Background: an optimization exercise with open tools, aiming at small area, a short achievable clock period and few clock cycles. Do not read the settings as production practice. The RTL was checked by simulation tests, not by an equivalence proof against the original design. No activity file was given, so power comes from the tool's default toggle rates.

File: config.mk
export PLATFORM = sky130hd
export DESIGN_NAME = l2d_core
export DESIGN_NICKNAME = l2d_core
export VERILOG_FILES = /design/flow/design.v
export SDC_FILE = /design/flow/constraint.sdc
export NUM_CORES = 4
export LEC_CHECK = 0
export ABC_CLOCK_PERIOD_IN_PS = 7000
export CAP_MARGIN = 20
export CORE_MARGIN = 2
export CORE_UTILIZATION = 55
export SETUP_SLACK_MARGIN = 5
export SLEW_MARGIN = 20
File: constraint.sdc
create_clock -name core_clock -period 12.0 [get_ports {clk}]
set_input_delay 2.4000 -clock core_clock [delete_from_list [all_inputs] [get_ports {clk}]]
set_output_delay 2.4000 -clock core_clock [all_outputs]
set_load 0.01 [all_outputs]
File: design.v
module l2d_core (
    input  wire        clk,
    input  wire        rst,             
    input  wire [10:0] cfg_len,         
    output reg  [9:0]  code_addr,
    input  wire [7:0]  code_rdata,
    output reg  [11:0] heap_addr,
    output reg         heap_we,
    output reg  [7:0]  heap_wdata,
    input  wire [7:0]  heap_rdata,
    output reg  [15:0] stk_addr,
    output reg         stk_we,
    output reg  [31:0] stk_wdata,
    input  wire [31:0] stk_rdata,
    output wire [2:0]  status,          
    output reg  [2:0]  fault_kind,
    output wire [3:0]  fault_robot,
    output wire [10:0] fault_pc,
    output wire [12:0] fault_sp,
    output reg  [31:0] ticks,
    input  wire [3:0]  dbg_robot,
    output wire [10:0] dbg_pc,
    output wire [12:0] dbg_sp,
    output wire        dbg_running
);
    localparam [2:0] F_BADINPUT = 3'd2, F_NOTSUPP = 3'd3, F_UNDERFLOW = 3'd5,
                     F_DIVZERO = 3'd6, F_OOB = 3'd7;
    localparam [2:0] P_LOAD = 3'd0, P_RUN = 3'd1, P_DONE = 3'd2, P_FAULT = 3'd3,
                     P_LERR = 3'd4, P_DRAIN = 3'd5;
    localparam [2:0] B_IDLE = 3'd0, B_MUL = 3'd1, B_DIV3 = 3'd2, B_DIVS = 3'd3,
                     B_DIVF = 3'd4, B_WR = 3'd5;
    localparam [1:0] F_IDLE = 2'd0, F_I1 = 2'd1, F_B1 = 2'd2, F_HOLD = 2'd3;
    localparam [4:0] E_IDLE = 5'd0,  E_PUSHW = 5'd1,  E_BIN1 = 5'd2,  E_BIN2 = 5'd3,
                     E_MULS = 5'd4,  E_NOT1 = 5'd5,   E_DUP1 = 5'd6,  E_JZ1 = 5'd7,
                     E_SWAP1 = 5'd8, E_SWAP2 = 5'd9,  E_DIV1 = 5'd10, E_DIV2 = 5'd11,
                     E_DIV3 = 5'd12, E_DIVS = 5'd13,  E_DIVF = 5'd14, E_PL1 = 5'd15,
                     E_PL2 = 5'd16,  E_PL3 = 5'd17,   E_PL4 = 5'd18,  E_PLD = 5'd19,
                     E_PLY = 5'd20,  E_PLL = 5'd23,   E_VIS = 5'd21,  E_RDL = 5'd22,
                     E_MULW = 5'd24, E_DIVW = 5'd25,  E_PLW = 5'd26;
    reg [2:0]  ph;
    reg [4:0]  lcnt;
    reg [12:0] mem_size;
    reg        ms_big;
    reg [7:0]  stride;
    reg [4:0]  rcount;
    reg        rc_big;
    reg [10:0] pc      [0:15];
    reg [12:0] sp      [0:15];
    reg [15:0] running;
    assign fault_robot = cur;
    assign fault_pc    = pc0;
    assign fault_sp    = sp0;
    assign status = (ph == P_DONE)  ? 3'd1 :
                    (ph == P_FAULT) ? 3'd2 :
                    (ph == P_LERR)  ? 3'd3 : 3'd0;
    assign dbg_pc      = pc[dbg_robot];
    assign dbg_sp      = sp[dbg_robot];
    assign dbg_running = running[dbg_robot];
    reg [1:0]  fst;
    reg [3:0]  f_robot;
    reg [10:0] f_pc;
    reg [12:0] f_sp;
    reg [7:0]  f_b0, f_b1;
    reg        f_oob0, f_oob1;
    reg        r_valid;
    reg [3:0]  r_robot;
    reg [10:0] r_pc;
    reg [12:0] r_sp;
    reg [7:0]  r_b0, r_b1;
    reg        r_oob0, r_oob1;
    reg        q_valid;
    reg [3:0]  q_robot;
    reg [10:0] q_pc;
    reg [12:0] q_sp;
    reg [7:0]  q_b0, q_b1;
    reg        q_oob0, q_oob1;
    wire       f_nb1    = (fst == F_I1) && !code_rdata[7] && (code_rdata != 8'h3f) &&
                          (code_rdata != 8'h4f);
    wire       f_done   = (fst == F_B1) || (fst == F_HOLD) || f_nb1;
    wire [7:0] f_b0_now = (fst == F_I1) ? code_rdata : f_b0;
    wire [7:0] f_b1_now = (fst == F_B1) ? code_rdata : f_b1;
    reg  [3:0]  tgt;
    wire        can_issue;
    wire [3:0]  nx_from = can_issue ? tgt : f_robot;
    reg  [15:0] above;
    integer     n;
    always @(*)
        for (n = 0; n < 16; n = n + 1)
            above[n] = running[n] && (n > nx_from);
    wire [15:0] cand  = (above != 16'd0) ? above : running;
    wire        t_z0  = (cand[7:0] == 8'd0);
    wire [7:0]  cand8 = t_z0 ? cand[15:8] : cand[7:0];
    wire        t_z1  = (cand8[3:0] == 4'd0);
    wire [3:0]  cand4 = t_z1 ? cand8[7:4] : cand8[3:0];
    wire        t_z2  = (cand4[1:0] == 2'd0);
    wire [1:0]  cand2 = t_z2 ? cand4[3:2] : cand4[1:0];
    wire [3:0]  tgt_nx = {t_z0, t_z1, t_z2, !cand2[0]};
    wire        tgt_ok = running[tgt];
    always @(posedge clk) tgt <= tgt_nx;
    wire [10:0] tgt_pc = pc[tgt];
    wire [12:0] tgt_sp = sp[tgt];
    reg [4:0]  est;
    reg [3:0]  cur;
    reg [10:0] pc0;
    reg [12:0] sp0;
    reg [7:0]  eb0;
    reg [7:0]  eb1;
    reg        is_write;
    reg [31:0] opA, opB;
    reg [41:0] acc;
    reg [41:0] mreg;
    reg [32:0] qreg;
    reg        ydone, vcap, vrd;
    reg [11:0] voff;
    reg [13:0] vhi;          
    reg        v_ok;
    reg [7:0]  vbits;
    reg [2:0]  vcnt;
    reg [4:0]  dcnt;
    reg        q_neg, r_neg, d_pos;
    reg [2:0]  bst;
    reg [3:0]  bu_robot;
    reg [11:0] bu_idx;
    reg        bu_mod, bu_div;
    wire       bu_busy = (bst != B_IDLE);
    wire       b_done;
    reg        pw_valid;
    reg        pp;           
    reg        pq;           
    reg [15:0] pq_addr;
    reg [7:0]  pq_data;
    wire [3:0] arg = eb0[3:0];
    wire [3:0] s_arg = r_b0[3:0];
    wire [2:0] s_cls = r_b0[6:4];
    wire       s_push = r_b0[7];
    wire       s_uses_stk = !s_push && ((s_cls == 3'd1) || (s_cls == 3'd4) ||
                                        ((s_cls == 3'd2) && (s_arg != 4'd8)));
    wire       s_mdiv   = !s_push && (s_cls == 3'd2) && ((s_arg == 4'd2) || (s_arg == 4'd3) || (s_arg == 4'd4));
    wire       s_plot   = !s_push && (s_cls == 3'd1);
    wire       s_stall = ((pw_valid || pq || (pp && (r_robot == cur))) && s_uses_stk) ||
                         (bu_busy && (r_robot == bu_robot));
    wire       start_go = (ph == P_RUN) && (est == E_IDLE) && r_valid && !s_stall;
    wire [14:0] s_addr = {r_b0[6:0], r_b1};
    wire       s_sp0   = (r_sp == 13'd0);
    wire       s_sp_lt2 = (r_sp < 13'd2);
    wire       s_full  = r_sp[12];
    wire       ex_busy  = (est != E_IDLE);
    wire       f_move   = f_done && (!q_valid || start_go);
    wire       f_free   = (fst == F_IDLE) || f_move;
    wire       pend_hit = (ex_busy && (tgt == cur)) || (r_valid && (tgt == r_robot)) ||
                          (q_valid && (tgt == q_robot)) ||
                          ((fst != F_IDLE) && (tgt == f_robot));
    assign     can_issue = (ph == P_RUN) && tgt_ok && f_free && !pend_hit;
    wire [41:0] b_acc_in = acc;
    wire [41:0] b_m_in   = mreg;
    wire [32:0] b_q_in   = qreg;
    function [42:0] booth_pp;        
        input [2:0]  bits;
        input [41:0] m;
        reg   [41:0] sel;
        reg          neg;
        begin
            case (bits)
                3'b001, 3'b010: begin sel = m;        neg = 1'b0; end
                3'b011:         begin sel = {m[40:0], 1'b0}; neg = 1'b0; end
                3'b100:         begin sel = {m[40:0], 1'b0}; neg = 1'b1; end
                3'b101, 3'b110: begin sel = m;        neg = 1'b1; end
                default:        begin sel = 42'd0;    neg = 1'b0; end
            endcase
            booth_pp = {neg, neg ? ~sel : sel};
        end
    endfunction
    wire [42:0] pp0 = booth_pp(b_q_in[2:0], b_m_in);
    wire [42:0] pp1 = booth_pp(b_q_in[4:2], {b_m_in[39:0], 2'b00});
    wire [41:0] b_sum = b_acc_in + pp0[41:0] + pp1[41:0] +
                        {40'd0, pp0[42] & pp1[42], pp0[42] ^ pp1[42]};
    wire [32:0] b_q_nx = {{4{b_q_in[32]}}, b_q_in[32:4]};
    assign      b_done = (b_q_nx == 33'd0) || (b_q_nx == {33{1'b1}});
    wire        a_hi_z = (acc[41:12] == 30'd0);
    wire        a_hi_o = (acc[41:12] == {30{1'b1}});
    wire        a_big  = !a_hi_z && !a_hi_o;       
    wire        a_inrange = (acc[41:13] == 29'd0) && (acc[12:0] < mem_size);
    wire [13:0] v_nx    = {2'b00, voff} + acc[13:0];
    wire        v_nx_ok = !a_big && !v_nx[13] && ({~acc[13], acc[12:0]} < {~vhi[13], vhi[12:0]});
    wire [13:0] vhi_0   = {1'b0, mem_size} - {2'b00, acc[11:0]};
    wire        v_first = (est == E_PLD) && (vcnt == 3'd0);
    wire        v_go    = v_first || (est == E_VIS);
    wire [11:0] v_off   = v_first ? voff : v_nx[11:0];
    wire        v_cok   = v_first ? v_ok : v_nx_ok;
    wire [7:0]  v_bits  = vcap ? stk_rdata[7:0] : vbits;
    wire [32:0] div_t1  = {acc[31:0], qreg[31]} + {1'b1, mreg[31:0]} + {32'd0, d_pos};
    wire        div_f1  = !div_t1[32];
    wire [31:0] div_r1  = div_f1 ? div_t1[31:0] : {acc[30:0], qreg[31]};
    wire [31:0] mdb   = ((est == E_BIN2) || (est == E_DIV2)) ? stk_rdata : opB;    
    wire [31:0] nabs  = mdb[31] ? (32'd0 - mdb) : mdb;
    wire [1:0]  nskip = (nabs[31:24] != 8'd0) ? 2'd0 :
                        (nabs[23:16] != 8'd0) ? 2'd1 :
                        (nabs[15:8]  != 8'd0) ? 2'd2 : 2'd3;
    wire [31:0] nshift = (nskip == 2'd0) ? nabs :
                         (nskip == 2'd1) ? {nabs[23:0], 8'd0} :
                         (nskip == 2'd2) ? {nabs[15:0], 16'd0} : {nabs[7:0], 24'd0};
    wire [31:0] div_sel = bu_mod ? acc[31:0] : qreg[31:0];
    wire        div_neg = bu_mod ? r_neg : q_neg;
    wire [31:0] div_res = div_neg ? 32'd0 - div_sel : div_sel;
    wire [31:0] alu_b   = stk_rdata;
    wire        alu_sub = (arg == 4'd0);
    wire [31:0] alu_sum = alu_b + (alu_sub ? ~opA : opA) + {31'd0, alu_sub};
    wire [31:0] alu_res = (arg == 4'd5) ? (alu_b & opA) :
                          (arg == 4'd6) ? (alu_b | opA) : alu_sum;
    wire        a_start = (est == E_IDLE) && start_go && s_uses_stk;
    reg  [2:0]  a_neg;        
    always @(*) begin
        case (est)
            E_DUP1:                 a_neg = 3'd0;
            E_NOT1, E_SWAP2, E_PL2, E_PLW: a_neg = 3'd1;
            E_PL1, E_RDL:           a_neg = 3'd4;
            E_PL4:                  a_neg = 3'd5;
            default:                a_neg = 3'd2;
        endcase
    end
    wire [11:0] a_idx   = sp0[11:0] - {9'd0, a_neg};
    wire [11:0] a_idx_s = r_sp[11:0] - ((s_cls == 3'd1) ? 12'd3 : 12'd1);
    wire bw_go = (bst == B_WR) && !pw_valid && !pp;
    wire bu_ready = (bst == B_IDLE) || bw_go;    
    wire pq_go = pq && !pw_valid && !pp && (bst != B_WR);
    wire exec_stk = start_go ? s_uses_stk :
                    (est == E_BIN1) || (est == E_NOT1) ||
                    (est == E_DUP1) || (est == E_SWAP1) || (est == E_SWAP2) ||
                    (est == E_DIV1) || (est == E_PL1) || (est == E_PL2) ||
                    ((est == E_PLW) && (bst == B_IDLE)) ||
                    (est == E_PL3) || (est == E_PL4) || (est == E_RDL);
    always @(*) begin
        if (ph == P_LOAD)      code_addr = 10'd6 + {5'd0, lcnt};
        else if ((fst == F_I1) && !f_nb1) code_addr = f_pc[9:0] + 10'd1;
        else                   code_addr = tgt_pc[9:0];
        heap_addr  = v_off;
        heap_we    = 1'b0;
        heap_wdata = {7'd0, v_bits[7]};
        if (est == E_IDLE) heap_addr = s_addr[11:0];
        if (v_go && is_write && v_cok) heap_we = 1'b1;
        if (ph != P_RUN) heap_we = 1'b0;
        stk_addr  = {cur, a_idx};
        stk_we    = 1'b0;
        stk_wdata = pw_valid ? opB : acc[31:0];
        if (a_start)
            stk_addr = {r_robot, a_idx_s};
        else if (!exec_stk) begin
            if (pp) begin                           
                stk_addr  = {cur, sp0[11:0]};
                stk_we    = 1'b1;
                stk_wdata = {24'd0, heap_rdata};
            end else if (pq_go) begin
                stk_addr  = pq_addr;
                stk_we    = 1'b1;
                stk_wdata = {24'd0, pq_data};
            end else begin
                if (!pw_valid) stk_addr = {bu_robot, bu_idx};
                stk_we = pw_valid || bw_go;
            end
        end else begin
            case (est)
                E_NOT1: begin
                    stk_we    = 1'b1;
                    stk_wdata = ~stk_rdata;
                end
                E_DUP1, E_SWAP2: begin
                    stk_we    = 1'b1;
                    stk_wdata = stk_rdata;
                end
                E_RDL: begin
                    stk_we    = 1'b1;
                    stk_wdata = {24'd0, vbits[6:0], heap_rdata[0]};
                end
                default: ;
            endcase
        end
        if ((ph != P_RUN) && (ph != P_DRAIN)) stk_we = 1'b0;
    end
    reg        c_en;        
    reg        c_halt;
    reg [10:0] c_pc;
    reg [12:0] c_sp;
    reg [2:0]  c_spd;       
    reg        c_sp5;       
    reg        c_pc2;       
    reg        c_jmp;       
    reg [10:0] c_tgt;
    reg        flt_en;
    reg [2:0]  flt_kind;
    wire [3:0] c_robot = (est == E_IDLE) ? r_robot : cur;
    always @(*) begin
        c_en = 1'b0; c_halt = 1'b0;
        flt_en = 1'b0; flt_kind = F_OOB;
        if (ph == P_RUN) begin
            if (start_go) begin
                if (r_oob0) begin flt_en = 1'b1; flt_kind = F_OOB; end
                else if (s_push) begin
                    if (r_oob1 || (s_addr >= {2'd0, mem_size}) || s_full) begin
                        flt_en = 1'b1; flt_kind = F_OOB;
                    end else
                        c_en = 1'b1;
                end else begin
                    case (s_cls)
                        3'd0: begin c_en = 1'b1; c_halt = 1'b1; end
                        3'd1: begin
                            if ((s_arg == 4'd1) ? (r_sp < 13'd5) : (r_sp < 13'd4)) begin
                                flt_en = 1'b1; flt_kind = F_UNDERFLOW;
                            end
                        end
                        3'd2: begin
                            case (s_arg)
                                4'd0, 4'd1, 4'd2, 4'd5, 4'd6, 4'd9:
                                    if (s_sp_lt2) begin flt_en = 1'b1; flt_kind = F_UNDERFLOW; end
                                4'd3, 4'd4, 4'd7:
                                    if (s_sp0) begin flt_en = 1'b1; flt_kind = F_UNDERFLOW; end
                                4'd8: begin
                                    if (s_sp0) begin flt_en = 1'b1; flt_kind = F_UNDERFLOW; end
                                    else c_en = 1'b1;
                                end
                                4'd10: begin
                                    if (s_sp0) begin flt_en = 1'b1; flt_kind = F_UNDERFLOW; end
                                    else if (s_full) begin flt_en = 1'b1; flt_kind = F_OOB; end
                                end
                                default: begin flt_en = 1'b1; flt_kind = F_BADINPUT; end
                            endcase
                        end
                        3'd3: begin
                            if ((s_arg == 4'd15) && r_oob1) begin flt_en = 1'b1; flt_kind = F_OOB; end
                            else c_en = 1'b1;
                        end
                        3'd4: begin
                            if (s_sp0) begin flt_en = 1'b1; flt_kind = F_UNDERFLOW; end
                            else if ((s_arg == 4'd15) && r_oob1) begin flt_en = 1'b1; flt_kind = F_OOB; end
                        end
                        default: begin flt_en = 1'b1; flt_kind = F_BADINPUT; end
                    endcase
                end
            end else begin
                case (est)
                    E_BIN2:  c_en = (arg != 4'd2) || bu_ready;
                    E_MULW, E_DIVW: c_en = bu_ready;
                    E_NOT1, E_DUP1, E_JZ1, E_SWAP2: c_en = 1'b1;
                    E_DIV1: begin
                        if (stk_rdata == 32'd0) begin flt_en = 1'b1; flt_kind = F_DIVZERO; end
                        else if (sp0 == 13'd1) begin flt_en = 1'b1; flt_kind = F_UNDERFLOW; end
                    end
                    E_DIV2:  c_en = bu_ready;
                    E_PLD: if (v_first && !v_cok) begin flt_en = 1'b1; flt_kind = F_OOB; end
                    E_VIS: begin
                        if (!v_cok) begin flt_en = 1'b1; flt_kind = F_OOB; end
                        else if (is_write && (vcnt == 3'd7)) c_en = 1'b1;
                    end
                    E_RDL:   c_en = 1'b1;
                    default: ;
                endcase
            end
        end
    end
    always @(*) begin
        c_spd = 3'd0; c_sp5 = 1'b0; c_pc2 = 1'b0; c_jmp = 1'b0; c_tgt = {7'd0, arg};
        case (est)
            E_BIN2, E_DIV2, E_MULW, E_DIVW: c_spd = 3'b111;
            E_DUP1:         c_spd = 3'd1;
            E_JZ1: begin
                c_spd = 3'b111;
                c_tgt = (arg == 4'd15) ? {3'd0, eb1} : {7'd0, arg};
                c_jmp = (stk_rdata == 32'd0);
                c_pc2 = (arg == 4'd15);
            end
            E_VIS:          c_sp5 = 1'b1;
            E_RDL:          c_spd = 3'b101;
            default: ;
        endcase
    end
    wire        s_is_pop = !s_push && (s_cls == 3'd2) && (s_arg == 4'd8);
    wire        s_is_jmp = !s_push && (s_cls == 3'd3);
    wire [12:0] c_sp_s = r_sp + (s_push ? 13'd1 : s_is_pop ? 13'h1fff : 13'd0);
    wire [10:0] c_pc_s = s_is_jmp ? ((s_arg != 4'd15) ? {7'd0, s_arg} : {3'd0, r_b1}) :
                                    r_pc + (s_push ? 11'd2 : 11'd1);
    wire [12:0] c_sp_e = sp0 + (c_sp5 ? 13'h1ffb : {{10{c_spd[2]}}, c_spd});
    wire [10:0] c_pc_e = c_jmp ? c_tgt : pc0 + (c_pc2 ? 11'd2 : 11'd1);
    always @(*) begin
        c_sp = start_go ? c_sp_s : c_sp_e;
        c_pc = start_go ? c_pc_s : c_pc_e;
    end
    wire b_step = (bst == B_MUL) || (est == E_PL3) || ((est == E_PL4) && !ydone) ||
                  (est == E_PLY) || (est == E_PLD);
    wire        w_load  = (ph == P_LOAD) && (lcnt >= 5'd6);
    wire [3:0]  w_robot = w_load ? (lcnt[3:0] - 4'd6) : c_robot;
    wire        w_exist = ({1'b0, lcnt - 5'd6} < rcount);
    wire [10:0] w_pc    = w_load ? (w_exist ? {3'd0, code_rdata} : 11'd0) : c_pc;
    wire [12:0] w_sp    = w_load ? 13'd0 : c_sp;
    wire        w_en    = w_load || ((ph == P_RUN) && c_en);
    always @(posedge clk) begin
        if (w_en) begin
            pc[w_robot] <= w_pc;
            sp[w_robot] <= w_sp;
        end
        if (w_load) running[w_robot] <= w_exist;
        else if ((ph == P_RUN) && c_en && c_halt) running[c_robot] <= 1'b0;
    end
    always @(posedge clk) begin
        if (rst) begin
            ph          <= P_LOAD;
            lcnt        <= 5'd0;
            ticks       <= 32'd0;
            bst         <= B_IDLE;
            fst         <= F_IDLE;
            r_valid     <= 1'b0;
            q_valid     <= 1'b0;
            pp          <= 1'b0;
            pq          <= 1'b0;
            f_robot     <= 4'd15;
            est         <= E_IDLE;
            pw_valid    <= 1'b0;
        end else begin
            if (ph == P_LOAD) begin
                lcnt <= lcnt + 5'd1;
                case (lcnt)
                    5'd1: begin mem_size[12:8] <= code_rdata[4:0]; ms_big <= (code_rdata[7:5] != 3'd0); end
                    5'd2: mem_size[7:0] <= code_rdata;
                    5'd3: stride <= code_rdata;
                    5'd5: begin rcount <= code_rdata[4:0]; rc_big <= (code_rdata[7:5] != 3'd0); end
                    default: ;
                endcase
                if (lcnt == 5'd6) begin
                    if (rc_big || (rcount > 5'd16) || ms_big || (mem_size > 13'd4096)) begin
                        fault_kind <= F_NOTSUPP;
                        ph         <= P_LERR;
                    end else if (11'd11 + {6'd0, rcount} > cfg_len) begin
                        fault_kind <= F_BADINPUT;
                        ph         <= P_LERR;
                    end
                end
                if (lcnt == 5'd21 && ph == P_LOAD && !(lcnt == 5'd6)) ph <= P_RUN;
            end
            if (ph == P_RUN) begin
                case (fst)
                    F_I1: begin
                        f_b0   <= code_rdata;
                        f_oob1 <= (f_pc + 11'd1 >= cfg_len);
                        fst    <= !f_nb1 ? F_B1 : f_move ? F_IDLE : F_HOLD;
                    end
                    F_B1: begin
                        f_b1 <= code_rdata;
                        fst  <= f_move ? F_IDLE : F_HOLD;
                    end
                    F_HOLD: if (f_move) fst <= F_IDLE;
                    default: ;
                endcase
                if (start_go ? q_valid : !r_valid) begin
                    r_valid <= q_valid || f_move;
                    r_robot <= q_valid ? q_robot : f_robot;
                    r_pc    <= q_valid ? q_pc    : f_pc;
                    r_sp    <= q_valid ? q_sp    : f_sp;
                    r_b0    <= q_valid ? q_b0    : f_b0_now;
                    r_b1    <= q_valid ? q_b1    : f_b1_now;
                    r_oob0  <= q_valid ? q_oob0  : f_oob0;
                    r_oob1  <= q_valid ? q_oob1  : f_oob1;
                end else if (start_go) begin
                    r_valid <= f_move;
                    r_robot <= f_robot;
                    r_pc    <= f_pc;
                    r_sp    <= f_sp;
                    r_b0    <= f_b0_now;
                    r_b1    <= f_b1_now;
                    r_oob0  <= f_oob0;
                    r_oob1  <= f_oob1;
                end
                if ((start_go ? q_valid : r_valid) && f_move) begin
                    q_valid <= 1'b1;
                    q_robot <= f_robot;
                    q_pc    <= f_pc;
                    q_sp    <= f_sp;
                    q_b0    <= f_b0_now;
                    q_b1    <= f_b1_now;
                    q_oob0  <= f_oob0;
                    q_oob1  <= f_oob1;
                end else if (start_go || !r_valid)
                    q_valid <= 1'b0;
                if (can_issue) begin
                    f_robot <= tgt;
                    f_pc    <= tgt_pc;
                    f_sp    <= tgt_sp;
                    f_oob0  <= (tgt_pc >= cfg_len);
                    fst     <= F_I1;
                end
                pp <= start_go && s_push && !flt_en;
                if (pp && exec_stk) begin               
                    pq      <= 1'b1;
                    pq_addr <= {cur, sp0[11:0]};
                    pq_data <= heap_rdata;
                end else if (!exec_stk && pq_go)
                    pq <= 1'b0;
                if (!exec_stk && !pp) pw_valid <= 1'b0;
                if (!exec_stk && bw_go) bst <= B_IDLE;
                if (c_en) begin
                    ticks       <= ticks + 32'd1;
                end
                if (flt_en) begin
                    fault_kind  <= flt_kind;
                    ph          <= (bu_busy || pq || (pp && exec_stk)) ? P_DRAIN : P_FAULT;
                end
                vcap <= (est == E_PL4) && !start_go;
                vrd  <= v_go && !is_write;
                if (vcap) vbits <= stk_rdata[7:0];
                if (v_go) begin
                    voff <= v_off;
                    if (!v_first) vhi <= vhi - acc[13:0];
                    vcnt <= vcnt + 3'd1;
                    if (is_write) vbits <= {v_bits[6:0], 1'b0};
                end
                if (vrd) vbits <= {vbits[6:0], heap_rdata[0]};
                if (start_go) begin
                    cur <= r_robot;
                    pc0 <= r_pc;
                    sp0 <= r_sp;
                    eb0 <= r_b0;
                    eb1 <= r_b1;
                    if (!flt_en && !c_en) begin
                        case (s_cls)
                            3'd1: begin est <= E_PL1; is_write <= (s_arg == 4'd1); end
                            3'd2: case (s_arg)
                                4'd3, 4'd4: est <= E_DIV1;
                                4'd7:       est <= E_NOT1;
                                4'd9:       est <= E_SWAP1;
                                4'd10:      est <= E_DUP1;
                                default:    est <= E_BIN1;
                            endcase
                            default: est <= E_JZ1;       
                        endcase
                    end
                end else begin
                    case (est)
                        E_NOT1, E_DUP1, E_JZ1, E_RDL: est <= E_IDLE;
                        E_BIN1: begin opA <= stk_rdata; est <= E_BIN2; end
                        E_BIN2, E_MULW: begin
                            if ((arg == 4'd2) && bu_ready) begin
                                acc      <= 42'd0;
                                mreg     <= {{10{mdb[31]}}, mdb};
                                qreg     <= {opA, 1'b0};
                                bst      <= B_MUL;
                                bu_div   <= 1'b0;
                                bu_robot <= cur;
                                bu_idx   <= a_idx;
                                est      <= E_IDLE;
                            end else if (arg == 4'd2) begin
                                opB      <= mdb;
                                est      <= E_MULW;
                            end else begin
                                opB      <= alu_res;
                                pw_valid <= 1'b1;
                                est      <= E_IDLE;
                            end
                        end
                        E_SWAP1: begin opA <= stk_rdata; est <= E_SWAP2; end
                        E_SWAP2: begin
                            opB      <= opA;
                            pw_valid <= 1'b1;
                            est      <= E_IDLE;
                        end
                        E_DIV1: begin opA <= stk_rdata; est <= E_DIV2; end
                        E_DIV2, E_DIVW: if (!bu_ready) begin
                            opB <= mdb;
                            est <= E_DIVW;
                        end else begin
                            acc[31:0]  <= 32'd0;
                            qreg[31:0] <= nshift;
                            dcnt       <= {~nskip, 3'b111};
                            mreg[31:0] <= opA[31] ? opA : ~opA;
                            d_pos      <= !opA[31];
                            q_neg      <= opA[31] ^ mdb[31];
                            r_neg      <= mdb[31];
                            bu_mod     <= (arg == 4'd4);
                            bu_div     <= 1'b1;
                            bst        <= B_DIVS;
                            bu_robot   <= cur;
                            bu_idx     <= a_idx;
                            est        <= E_IDLE;
                        end
                        E_PL1: begin opA <= stk_rdata; est <= E_PL2; end             
                        E_PL2, E_PLW: if (bst != B_IDLE) begin                      
                            if (est == E_PL2) opB <= stk_rdata;
                            est <= E_PLW;
                        end else begin                                               
                            acc   <= (est == E_PL2) ? {{10{stk_rdata[31]}}, stk_rdata} :
                                                      {{10{opB[31]}}, opB};
                            mreg  <= {{10{opA[31]}}, opA};
                            qreg  <= {24'd0, stride, 1'b0};
                            est   <= E_PL3;
                        end
                        E_PL3: begin                                                 
                            opB   <= stk_rdata;
                            ydone <= b_done;
                            est   <= E_PL4;
                        end
                        E_PL4: begin                                                 
                            opA <= stk_rdata;
                            if (ydone) begin                                         
                                voff <= acc[11:0];
                                vhi  <= vhi_0;
                                v_ok <= a_inrange;
                                acc  <= {{10{stk_rdata[31]}}, stk_rdata};
                                mreg <= {{10{opB[31]}}, opB};
                                qreg <= {24'd0, stride, 1'b0};
                                vcnt <= 3'd0;
                                est  <= E_PLD;
                            end else
                                est  <= b_done ? E_PLL : E_PLY;
                        end
                        E_PLY: if (b_done) est <= E_PLL;
                        E_PLL: begin                                                 
                            voff <= acc[11:0];
                            vhi  <= vhi_0;
                            v_ok <= a_inrange;
                            acc  <= {{10{opA[31]}}, opA};
                            mreg <= {{10{opB[31]}}, opB};
                            qreg <= {24'd0, stride, 1'b0};
                            vcnt <= 3'd0;
                            est  <= E_PLD;
                        end
                        E_PLD: if (b_done) est <= E_VIS;                             
                        E_VIS: if (vcnt == 3'd7) est <= is_write ? E_IDLE : E_RDL;
                        default: ;
                    endcase
                end
                if (!flt_en && (est == E_IDLE) && !r_valid && !q_valid && (fst == F_IDLE) &&
                    (running == 16'd0) && !pw_valid && !bu_busy && !pp && !pq)
                    ph <= P_DONE;
            end
            if (ph == P_DRAIN) begin
                if (bw_go) bst <= B_IDLE;
                if (pq_go) pq <= 1'b0;
                if (!bu_busy && !pq) ph <= P_FAULT;
            end
            if ((ph == P_RUN) || (ph == P_DRAIN)) begin
                if (b_step) begin
                    acc  <= b_sum;
                    mreg <= {b_m_in[37:0], 4'd0};
                    qreg <= b_q_nx;
                end
                case (bst)
                    B_MUL: if (b_done) bst <= B_WR;
                    B_DIVS: begin
                        acc[31:0]  <= div_r1;
                        qreg[31:0] <= {qreg[30:0], div_f1};
                        dcnt       <= dcnt - 5'd1;
                        if (dcnt == 5'd0) bst <= B_DIVF;
                    end
                    B_DIVF: begin
                        acc[31:0] <= div_res;
                        bst       <= B_WR;
                    end
                    default: ;
                endcase
            end
        end
    end
endmodule
File: run.sh
#!/bin/bash
# synth_recipe.tcl (not shown) runs the flow's synth.tcl, then flattens the netlist and writes it again
# the make line also repeats each setting of config.mk as NAME=value (left out here)
make -C /OpenROAD-flow-scripts/flow DESIGN_CONFIG=/design/flow/config.mk WORK_HOME=/design/flow/orfs CLKGATE_MAP_FILE= SYNTH_SCRIPT=/design/flow/synth_recipe.tcl finish
==> key figures, run 1 <==
Worst setup path
  – Slowest stage cell, crit path: clkdlybuf4s50_1
  – Largest delay contributor family on the critical path: buffers and inverters
  – Setup crit end kind: primary output
  – Buffers and inverters on the worst path: 2
  – Critical-path cell list: clkdlybuf4s50_1, nor2_1, a221oi_2, o211ai_1, clkdlybuf4s50_1
  – Crit Path Max Fanout: 11
  – RR Startpoint: qreg[0]
  – Cell mode on critical path: clkdlybuf4s50_1
  – Worst R2R Path Depth: 25
  – Worst path required time: 9.60 ns
  – CP arrival: ~4.6 ns
  – Crit. Startpoint: stk_rdata[5]
  – Critical Path Stages: 5
  – Worst Setup Path Type: in2out
  – Crit path largest cell delay: a little under 0.9 ns
  – CP Launch Type: input port

Placement
  – Placed inst area: just over 70000 sq um
  – RD Place Congestion: 1.02
  – Placed cell count: 7842
  – I/O Buffers: 227
  – HPWL Detailed: about 170 mm

Logic synthesis
  – Sequential share of the synthesized area: 41.6%
  – Cell Area, Synth: 66400 sq um
  – Post-synthesis cell count: 6293
  – Top_reg_cell synth: edfxtp_1
  – Post-synth EDFFs: 877
  – Synth Register Bits: approximately 940
  – Avg Inst Size Synth: ~11 sq um
  – Yosys warns: 1
  – Synth async-reset ratio: 0%
  – Library cells used by synthesis: 106

Floorplan
  – Initial core utilization: 55.5%
  – Die W: 352 microns
  – Core Area: between 100000 and 150000 sq um
  – I/O pins: 236
  – # rows: 127
  – Total Die Area: 124000 sq um
  – Die height: 352 microns

Layout
  – Area Overhead vs Synth: 12.7%
  – Leading cell types in the layout, fill and taps excluded: 877 x edfxtp_1, 541 x nor2_1, 439 x nand2_1, 416 x a21oi_1, 359 x o21ai_0
  – Nets@finish: 6793
  – Final instance area: 74900 sq um
  – Final Core Density: 62.5%
  – Post-Layout Cell Count: 8062
  – Commonest non-fill, non-tap cell in the layout: edfxtp_1
  – Share of layout cells above drive strength 1: 13.8%

Outcome
  – Outcome: complete, no violations

Power and ir drop
  – Pwr per Cell Area: 118 nW/um^2
  – Pleak: between 20 and 30 nW
  – Total Power: 8.83 mW
  – Worst VDD drop: 134 uV

Clock tree
  – CTS buffer count: 106
  – Worst-Skew Late Latency: 0.78 ns
  – Clock-pin slew on the worst setup and hold paths: roughly 0.060 ns
  – Clock Tree Buf Depth: 3
  – CTS tree: built
  – Hold buffer count at CTS: 0
  – Clock Sinks: 943
  – Htree depth: 3
  – CTS root buffer: clkbuf_16

Global route
  – Initial antenna violation count: 4
  – Vias in the first global route: 52900
  – Largest net degree at the start of global routing: 71
  – Global-route wire length before repair: between 300 and 400 mm
  – Overflow after GRT: 0
  – GRT Resource Usage Total: 39.3%

Timing
  – Final period utilization: between 50 and 60%
  – Max-slew violations: 0
  – Final setup TNS: 0 ns
  – Fmax: 142 MHz
  – Max-slew headroom: about 13%
  – Final Hold Vio Count: 0
  – Setup-failing EPs final: 0
  – Period minus WS final: 7.02 ns
  – Final Skew: 0.0978 ns
  – Slew @ Worst Pin: 1.29 ns
  – RSZ-0062 raised after global routing: true

Route
  – DR vias/cell: between 6 and 7
  – DRT antenna net count: 0
  – Via count: between 50000 and 60000
  – Residual DRC: 0
  – Total Wirelength: 247 mm
  – Initial DRC count: 7259
  – Wire per inst: 30.6 microns
  – First-pass detailed-route iteration total: 10

Min path
  – Worst hold start: f_sp[9]
  – Hold Path Depth: 0
  – Worst Hold Class: reg2reg

Run
  – Max Cap Viol: 0
-- cells in the mapped netlist, types with 11 or more instances --
cell      number  area share [%]
nor2b_1       52            0.49
a221oi_1      69            0.91
buf_1         84            0.47
o21ai_0      368             2.8
ha_1         312             5.9
a21boi_0      18            0.20
nor4_1        51            0.48
mux2_2       103             1.7
clkbuf_1     352             2.0
a222oi_1      51            0.77
and2_1        27            0.25
inv_1        202             1.1
mux2i_1      174             2.6
xnor2_1      246             3.2
nand4_1       43            0.40
nand2b_1      65            0.61
a22oi_1      118             1.3
edfxtp_1     877              40
or2_2         18            0.17
a21oi_1      425             3.2
a31oi_1       63            0.59
o221ai_1      82             1.1
nand3_1       98            0.74
o31ai_1       30            0.34
a211oi_1      59            0.67
buf_2         11           0.083
o21bai_1      35            0.40
fa_1          55             1.7
o21ai_1       32            0.24
a221o_1       15            0.23
nor3_1       153             1.2
o22ai_1       54            0.51
or3_1         48            0.45
a21o_1        63            0.71
o21a_1        44            0.50
xor2_1       184             2.4
and3_1        40            0.38
mux4_2       249             8.4
o211ai_1      36            0.41
nor2_1       558             3.2
dfxtp_1       66             2.0
nor3b_1       15            0.17
nand2_1      442             2.5
-- stage by stage --
step | worst slack [ns] | hold WS, ns
global route | 4.82 | 0.458
CTS | 4.86 | 0.444
global placement | 4.02 | 0.427
detailed placement | 3.98 | 0.434
floorplan | 5.10 | 0.420
finish | 4.98 | 0.443
-- what timing repair did --
| action | in CTS | in global routing |
|---|---|---|
| cloned | 2 | 1 |
| gates resized for setup | 68 | 37 |
| endpoints found under the setup margin | 76 | 68 |
| setup buffers | 7 | 11 |
| pin swaps | 1 | 4 |
-- state kept, by name (all words and copies together), names as in the netlist, 14 cells and up --
register and cells:
opA 32, vhi 14, pq_addr 16, sp 208, qreg 33, opB 32, acc 42, running 16
ticks 32, pc 176, mreg 42
-- cell type report --
| cell class | instances | area (sq um) |
|---|---|---|
| sequential | 943 | 27700 |
| antenna | 1 | 2.50 |
| tap | 1612 | 2020 |
| timing repair buffer | 421 | 3920 |
| clock buffer | 116 | 2690 |
| multi-input combinational | 4680 | 36700 |
| clock inverter | 80 | 1040 |
| fill | 9756 | 44900 |
| inverter | 209 | 802 |
-- cells by family (layout without fill, tap and decap cells) --
group	after synthesis	count (layout)	share of synthesized area, %
mux	531	531	12.9
buf+inv	678	826	4.03
fa+ha+maj	367	367	7.53
compound gates	1681	1681	16.6
other cells	1	9	0.00564
xor+xnor	430	430	5.67
flops	943	943	41.6
simple gates	1662	1663	11.6
-- per-layer routing --
metal  routed length [microns]  vias to the layer above  track usage, %
met5                        13                        -               0
met4                     22000                        2            27.9
met3                     22400                      939            7.46
met2                    115000                     3344            63.9
met1                     87600                    27100            47.2
li1                          -                    24100               -
-- where the power goes --
group          leakage, nW  internal [mW]  switching (mW)
clock                 1.77           2.02            1.50
combinational         16.0          0.674           0.939
sequential            8.50           3.61          0.0847
total                 26.3           6.30            2.53
-- worst paths after layout --
kind / endpoint / slack [ns]
setup / recovery: stk_wdata[5] / 4.98
hold / removal: q_sp[9] / 0.44
setup reg to reg: acc[41] / 5.26
hold reg to reg: q_sp[9] / 0.44
Testbench counts, summed over its fixed seeds: cycles 486,289.
==> run 2: changes to the inputs <==
--- a/config.mk
+++ b/config.mk
@@ -8,6 +8,6 @@
 export ABC_CLOCK_PERIOD_IN_PS = 7000
 export CAP_MARGIN = 20
 export CORE_MARGIN = 2
-export CORE_UTILIZATION = 55
+export CORE_UTILIZATION = 65
 export SETUP_SLACK_MARGIN = 5
 export SLEW_MARGIN = 20
==> run 2 against run 1 <==
  * Global-route usage rose by 7.1 points
  * Final cell count fell by 3.2%
  * Synthesized area did not move
  * Synthesized cell count did not move
  * Critical path type unchanged
  * Largest cell class unchanged
  * Highest routed layer unchanged
==> key figures, run 2 <==
Timing
  – Final Hold Vio Count: 0
  – Max-slew headroom: 18.9%
  – Slew @ Worst Pin: 1.21 ns
  – Max-slew violations: 0
  – Fmax: 143 MHz
  – Setup-failing EPs final: 0
  – Final Skew: 0.0507 ns
  – Final setup TNS: 0 ns
  – RSZ-0062 raised after global routing: true
  – Period minus WS final: about 7.0 ns
  – Final period utilization: 58.2%
  – Hold WS: 0.447 ns

Global route
  – GRT Resource Usage Total: 46.4%
  – Overflow after GRT: 0
  – Initial antenna violation count: 10
  – Largest net degree at the start of global routing: 81
  – Vias in the first global route: 55000
  – Global-route wire length before repair: 359 mm

Clock tree
  – Clock Tree Buf Depth: 3
  – Worst-Skew Late Latency: about 0.74 ns
  – Hold buffer count at CTS: 0
  – CTS tree: built
  – CTS buffer count: 99
  – Clock Sinks: 943
  – CTS root buffer: clkbuf_16
  – Htree depth: 3
  – Clock-pin slew on the worst setup and hold paths: 0.06 ns

Layout
  – Largest Register: sp
  – Area Overhead vs Synth: 11.5%
  – Post-Layout Cell Count: 7801
  – Commonest non-fill, non-tap cell in the layout: edfxtp_1
  – Largest regs: sp: 208 flops, pc: 176 flops
  – Final Core Density: 72.9%
  – FF+latch area: 27700 sq um
  – Multi-input gate area: between 30000 and 40000 sq um
  – Nets@finish: 6775
  – Max reg flops: between 200 and 250
  – Share of layout cells above drive strength 1: 13.4%
  – Leading cell types in the layout, fill and taps excluded: 877 x edfxtp_1, 541 x nor2_1, 439 x nand2_1, 413 x a21oi_1, 364 x o21ai_0
  – Layout fillers: 7169

Worst setup path
  – CP arrival: 4.59 ns
  – Crit Path Max Fanout: 33
  – Flop-to-flop setup slack: 5.26 ns
  – Crit path largest cell delay: 0.56 ns
  – Worst path required time: 9.60 ns
  – Critical-path cell list: buf_16, clkbuf_16, mux4_2, mux4_2, clkdlybuf4s50_1
  – Setup crit end kind: primary output
  – Slowest stage cell, crit path: mux4_2
  – Worst Setup Path Type: in2out
  – CP Launch Type: input port
  – Cell mode on critical path: mux4_2

Logic synthesis
  – Yosys warns: 1
  – Synth area leaders: edfxtp_1 40%, mux4_2 8.4%, ha_1 5.9%
  – Top post-synthesis cells by count: 877 x edfxtp_1, 558 x nor2_1, 442 x nand2_1
  – Cell Area, Synth: 66400 sq um
  – Avg Inst Size Synth: between 10 and 15 sq um
  – Mux contribution to synthesized area: 12.9%
  – Compound-cell area share of the yosys netlist: between 10% and 20%
  – Library cells used by synthesis: 106
  – Synth Register Bits: 943
  – Sequential share of the synthesized area: between 40% and 50%
  – Yosys top cell by area: edfxtp_1
  – Post-synthesis cell count: approximately 6300
  – Synth top area share: 39.6%
  – Synth async-reset ratio: 0%
  – Xor and xnor area share after synthesis: 5.67%
  – Fraction of the mapped netlist area in simple logic gates: 11.6%
  – Post-synth EDFFs: just under 900
  – Main combinational cell family by area after synthesis: compound AO/OA/AOI/OAI gates
  – Top-count cell post-synth: edfxtp_1
  – Top_reg_cell synth: edfxtp_1
  – Adder-cell share of the synthesized area: about 7.5%

Floorplan
  – # rows: roughly 120
  – Die W: between 300 and 400 microns
  – Initial core utilization: 65.4%
  – I/O pins: ~240
  – Total Die Area: 105000 sq um
  – Die height: 324 microns
  – Core Area: a little over 100000 sq um

Power and ir drop
  – Worst VDD drop: 173 uV
  – Pleak: between 20 and 30 nW
  – Reg power frac: 42.7%
  – Switching Power: roughly 2.5 mW
  – Pint: around 6.2 mW
  – Combinational Power Share: a little under a fifth
  – Switching Fraction: 28.7%
  – Pwr per Cell Area: 117 nW/um^2
  – Clock power share: 38.4%
  – Total Power: between 8 and 9 mW

Outcome
  – Outcome: complete, no violations

Route
  – DR vias/cell: 7.33
  – Wire per inst: 31.6 microns
  – Initial DRC count: 8472
  – Via count: 57200
  – Residual DRC: 0
  – Total Wirelength: ~250 mm
  – First-pass detailed-route iteration total: 13
  – DRT antenna net count: 0

Run
  – Max Cap Viol: 0

Placement
  – RD Place Congestion: ~1.0
  – Placed cell count: around 7600
  – HPWL Detailed: 165 mm
  – I/O Buffers: 227

Min path
  – Worst Hold Class: reg2reg
## run 2: stage by stage
step	cell area, sq um	setup slack (ns)
after floorplan	66500	5.10
after global placement	70100	3.99
after detailed placement	70100	3.98
after CTS	73800	4.93
after global routing	74100	4.94
final	74100	5.01
## run 2: worst max-delay path: cells and delay by family
| kind | cells | cell delay (ns) |
|---|---|---|
| buf+inv | 3 | 1.05 |
| mux | 2 | 1.07 |
## run 2: routing by layer
layer  GRT usage (%)  wire (microns)
met5               0             104
met4            39.9           26400
met3            11.7           28000
met2            73.9          113000
met1            52.3           78900
## run 2: final cells by class
type                            count  area share (%)
Clock buffer                      116            3.46
Inverter                          209            1.07
Sequential cell                   943            37.3
Antenna cell                        4          0.0135
Multi-Input combinational cell   4680            49.5
Timing Repair Buffer              410            5.13
Clock inverter                     71            1.17
Tap cell                         1368            2.31
## run 2: power by group through the flow
stage	clock (mW)	sequential, mW	combinational (mW)
2_1_floorplan	0	3.71	1.11
3_3_place_gp	0	3.76	1.52
3_5_place_dp	0	3.76	1.55
4_1_cts	3.31	3.69	1.58
5_1_grt	3.44	3.69	1.76
6_report	3.33	3.69	1.63
## run 2: cell families (layout without fill, tap and decap cells)
group / Yosys count / count (layout)
buffers and inverters: 678 / 806
adders and majority gates: 367 / 367
other: 1 / 12
AOI/OAI and AO/OA: 1681 / 1681
and+or+nand+nor: 1662 / 1663
DFF: 943 / 943
muxes: 531 / 531
xor gates and xnor gates: 430 / 430
## run 2: worst paths after layout
path,start,to,depth (start not counted)
hold reg to reg,f_sp[10],q_sp[10],0
setup / recovery,dbg_robot[0],dbg_sp[5],5
setup reg to reg,qreg[0],acc[41],25
hold / removal,f_sp[10],q_sp[10],0
## run 2: what timing repair did
item / in CTS / in global routing
pin swaps: 2 / 4
setup buffers: 4 / 14
gates resized for setup: 55 / 33
setup endpoints to repair: 80 / 47
cloned: 2 / 3
==> run 3: changes to the inputs <==
--- a/config.mk
+++ b/config.mk
@@ -8,6 +8,7 @@
 export ABC_CLOCK_PERIOD_IN_PS = 7000
 export CAP_MARGIN = 20
 export CORE_MARGIN = 2
-export CORE_UTILIZATION = 65
+export CORE_UTILIZATION = 55
+export CTS_BUF_LIST = sky130_fd_sc_hd__clkbuf_8
 export SETUP_SLACK_MARGIN = 5
 export SLEW_MARGIN = 20
==> run 3 against run 2 <==
  * Clock-buffer cell count is 59 higher
  * Via count shrank 2.3%
  * Synthesized area unchanged
  * Setup slack improved by 0.027 ns
  * Power down 4.5%
  * Critical endpoint is now stk_wdata[20]
  * Critical path type is now reg2out
  * Clock power fell by 11%
  * Final area is 0.52% higher
  * Maximum frequency is 0.39% higher
  * Clock skew decreased by 0.00073 ns
==> key figures, run 3 <==
Floorplan
  – Core Area: 120000 sq um
  – Die W: 352 microns
  – I/O pins: 236
  – # rows: 127
  – Die height: 352 microns
  – Initial core utilization: 55.5%
  – Total Die Area: 124000 sq um

Power and ir drop
  – Pleak: 26.5 nW
  – Worst VDD drop: 113 uV
  – Pwr per Cell Area: 111 nW/um^2

Worst setup path
  – Crit Path Max Fanout: 24
  – CP Launch Type: flop
  – Crit path largest cell delay: slightly above 0.6 ns
  – Worst path required time: approximately 9.6 ns
  – Largest delay contributor family on the critical path: buffers and inverters
  – Critical-path cell list: nand2b_1, buf_4, nor2_2, buf_6, o2111ai_2, a21o_1, buf_12, nor2_2, nor2_1, buf_6, a21boi_4, buf_12, o221ai_1, clkdlybuf4s50_1
  – Worst Setup Path Type: reg2out
  – Slowest stage cell, crit path: clkdlybuf4s50_1
  – Setup crit end kind: primary output
  – Buffers and inverters on the worst path: 6
  – Flop-to-flop setup slack: between 5 and 6 ns
  – CP arrival: 4.56 ns

Logic synthesis
  – Post-synthesis cell count: 6293
  – Synth Register Bits: roughly 940
  – Library cells used by synthesis: 106
  – Top post-synthesis cells by count: 877 x edfxtp_1, 558 x nor2_1, 442 x nand2_1
  – Avg Inst Size Synth: 10.6 sq um
  – Top-count cell post-synth: edfxtp_1
  – Sequential share of the synthesized area: between 40% and 50%
  – Post-synth EDFFs: between 800 and 900
  – Synth area leaders: edfxtp_1 40%, mux4_2 8.4%, ha_1 5.9%
  – Yosys warns: 1
  – Yosys top cell by area: edfxtp_1
  – Cell Area, Synth: approximately 66000 sq um
  – Synth async-reset ratio: 0%
  – Top_reg_cell synth: edfxtp_1
  – Synth top area share: 39.6%

Global route
  – Largest net degree at the start of global routing: 71
  – Global-route wire length before repair: 356 mm
  – Vias in the first global route: ~53000
  – GRT Resource Usage Total: 39.4%
  – Initial antenna violation count: 6
  – Overflow after GRT: 0

Min path
  – Worst Hold Class: reg2reg

Clock tree
  – CTS root buffer: clkbuf_8
  – Hold buffer count at CTS: 0
  – CTS buffer count: around 170
  – Htree depth: 4
  – Worst-Skew Late Latency: 0.95 ns
  – Clock Sinks: 943
  – CTS tree: built
  – Clock-pin slew on the worst setup and hold paths: around 0.06 ns
  – Clock Tree Buf Depth: 3

Route
  – Wire per inst: between 30 and 40 microns
  – DR vias/cell: 6.82
  – Total Wirelength: ~250 mm
  – Via count: 55900
  – Residual DRC: 0
  – First-pass detailed-route iteration total: 15
  – DRT antenna net count: 0
  – Initial DRC count: 6972

Layout
  – Max reg flops: 208
  – Final instance area: between 70000 and 80000 sq um
  – Largest regs: sp: 208 flops, pc: 176 flops
  – Layout fillers: 9911
  – Leading cell types in the layout, fill and taps excluded: 877 x edfxtp_1, 541 x nor2_1, 439 x nand2_1, 416 x a21oi_1, 356 x o21ai_0
  – Largest Register: sp
  – Share of layout cells above drive strength 1: between 10 and 15%
  – Nets@finish: 6864
  – Area Overhead vs Synth: 12.1%
  – Commonest non-fill, non-tap cell in the layout: edfxtp_1

Timing
  – Period minus WS final: around 7.0 ns
  – Final period utilization: a little under 60%
  – Hold WS: 0.448 ns
  – Final setup TNS: 0 ns
  – Max-slew violations: 0
  – Final Skew: 0.0499 ns
  – Final Hold Vio Count: 0
  – Fmax: between 100 and 150 MHz
  – Max-slew headroom: 17.6%
  – RSZ-0062 raised after global routing: true
  – Slew @ Worst Pin: 1.22 ns
  – Setup-failing EPs final: 0

Placement
  – HPWL Detailed: 173 mm
  – Placed inst area: 70600 sq um
  – I/O Buffers: roughly 230
  – RD Place Congestion: 1.02

Run
  – Max Cap Viol: 0

Outcome
  – Outcome: complete, no violations
-- run 3: cell types whose count changed in the layout (fill, tap and decap cells not counted), moves of 7 or more --
cell and delta:
clkbuf_8 +172, clkbuf_16 -100, inv_1 +45, buf_4 +16, clkinv_1 +16, clkbuf_1 -15
bufinv_16 -14, clkinv_2 +14, o21ai_0 -8, a221oi_2 +7
-- run 3: cell type report --
cell class / count / area (sq um) / share of cell area, %
Clock inverter: 135 / 797 / 1.07
Tap cell: 1612 / 2020 / 2.71
Multi-Input combinational cell: 4680 / 36800 / 49.3
Timing Repair Buffer: 430 / 4020 / 5.39
Sequential cell: 943 / 27700 / 37.2
Antenna cell: 6 / 15.0 / 0.0202
Inverter: 209 / 801 / 1.08
Clock buffer: 175 / 2410 / 3.23
-- run 3: power by group --
group | switching (mW) | internal (mW)
Sequential | 0.0844 | 3.61
Clock | 1.52 | 1.43
Combinational | 0.936 | 0.672
Total | 2.55 | 5.71
-- run 3: worst register-to-register path: cells and delay by family, from the launching register on --
family | cells | cell delay [ns]
AND/OR/NAND/NOR | 3 | 0.41
buffers and inverters | 3 | 0.24
XOR/XNOR | 2 | 0.29
adder cells (fa/ha/maj) | 5 | 1.85
multiplexers | 1 | 0.42
AO/OA/AOI/OAI | 11 | 2.71
flip-flops | 1 | 0.47
-- run 3: final timing paths --
check,depth (start not counted),end,startpoint
setup / recovery,14,stk_wdata[20],ph[1]
hold / removal,0,q_sp[6],f_sp[6]
setup reg to reg,25,acc[41],qreg[0]
hold reg to reg,0,q_sp[6],f_sp[6]
-- run 3: metrics by stage --
step                util [%]  setup WS (ns)  std cells  power [mW]
floorplan                  -           5.10       6300        4.82
global placement        58.9           4.02       7841        5.31
detailed placement      58.9           3.98       7842        5.33
CTS                     61.9           4.98       8168        8.26
global route            62.2           4.93       8187        8.58
finish                  62.2           5.04       8190        8.26
-- run 3: kinds of logic after synthesis --
group	share of synthesized area, %
multiplexers	12.9
adder cells (fa/ha/maj)	7.53
other	0.00564
XOR/XNOR	5.67
AO/OA/AOI/OAI	16.6
flip-flops	41.6
buffers and inverters	4.03
AND/OR/NAND/NOR	11.6
-- run 3: per-layer routing --
metal | wire [microns] | up-vias | GRT usage, %
met5 | 11 | - | 0
met3 | 23200 | 981 | 8.87
met2 | 115000 | 3377 | 63.8
met1 | 86700 | 27200 | 46.3
li1 | - | 24300 | -
met4 | 21600 | 2 | 28.5
-- run 3: what timing repair did --
item | 4_1_cts | 5_1_grt
pin swaps | 3 | 4
resized for setup | 88 | 36
gates cloned | 3 | 2
setup buffers | 13 | 13
endpoints found under the setup margin | 89 | 56

-- static timing again, ports no longer ideal --
The flow's constraints put no driver on any port. The routed layouts listed below were extracted and timed again, unchanged, in two steps. Step 1 assumes that a clkbuf_16 drives the clock port and a buf_2 every other input. Step 2 also shifts input and output timing later by t, the mid clock arrival at the registers, as if the neighbouring blocks saw the same clock. Slacks: no drivers / after step 1 / after step 2; pairs: no drivers / after step 1.
run	t (ns)	slack for setup (ns)	worst setup path after step 2	worst register clock-pin slew, ns	worst data-port slew with drivers (ns)
run 1	0.810	4.976 / 4.929 / 4.471	input to register	0.07 / 0.07	0.17
run 2	0.795	5.013 / 4.870 / 4.644	input to register	0.07 / 0.07	0.14
run 3	1.002	5.041 / 4.955 / 4.553	input to register	0.07 / 0.07	0.16
After both steps every run listed still meets setup and hold. The setup slack of run 1, which loses most, moves by -0.047 ns with the drivers and by -0.505 ns with both steps.
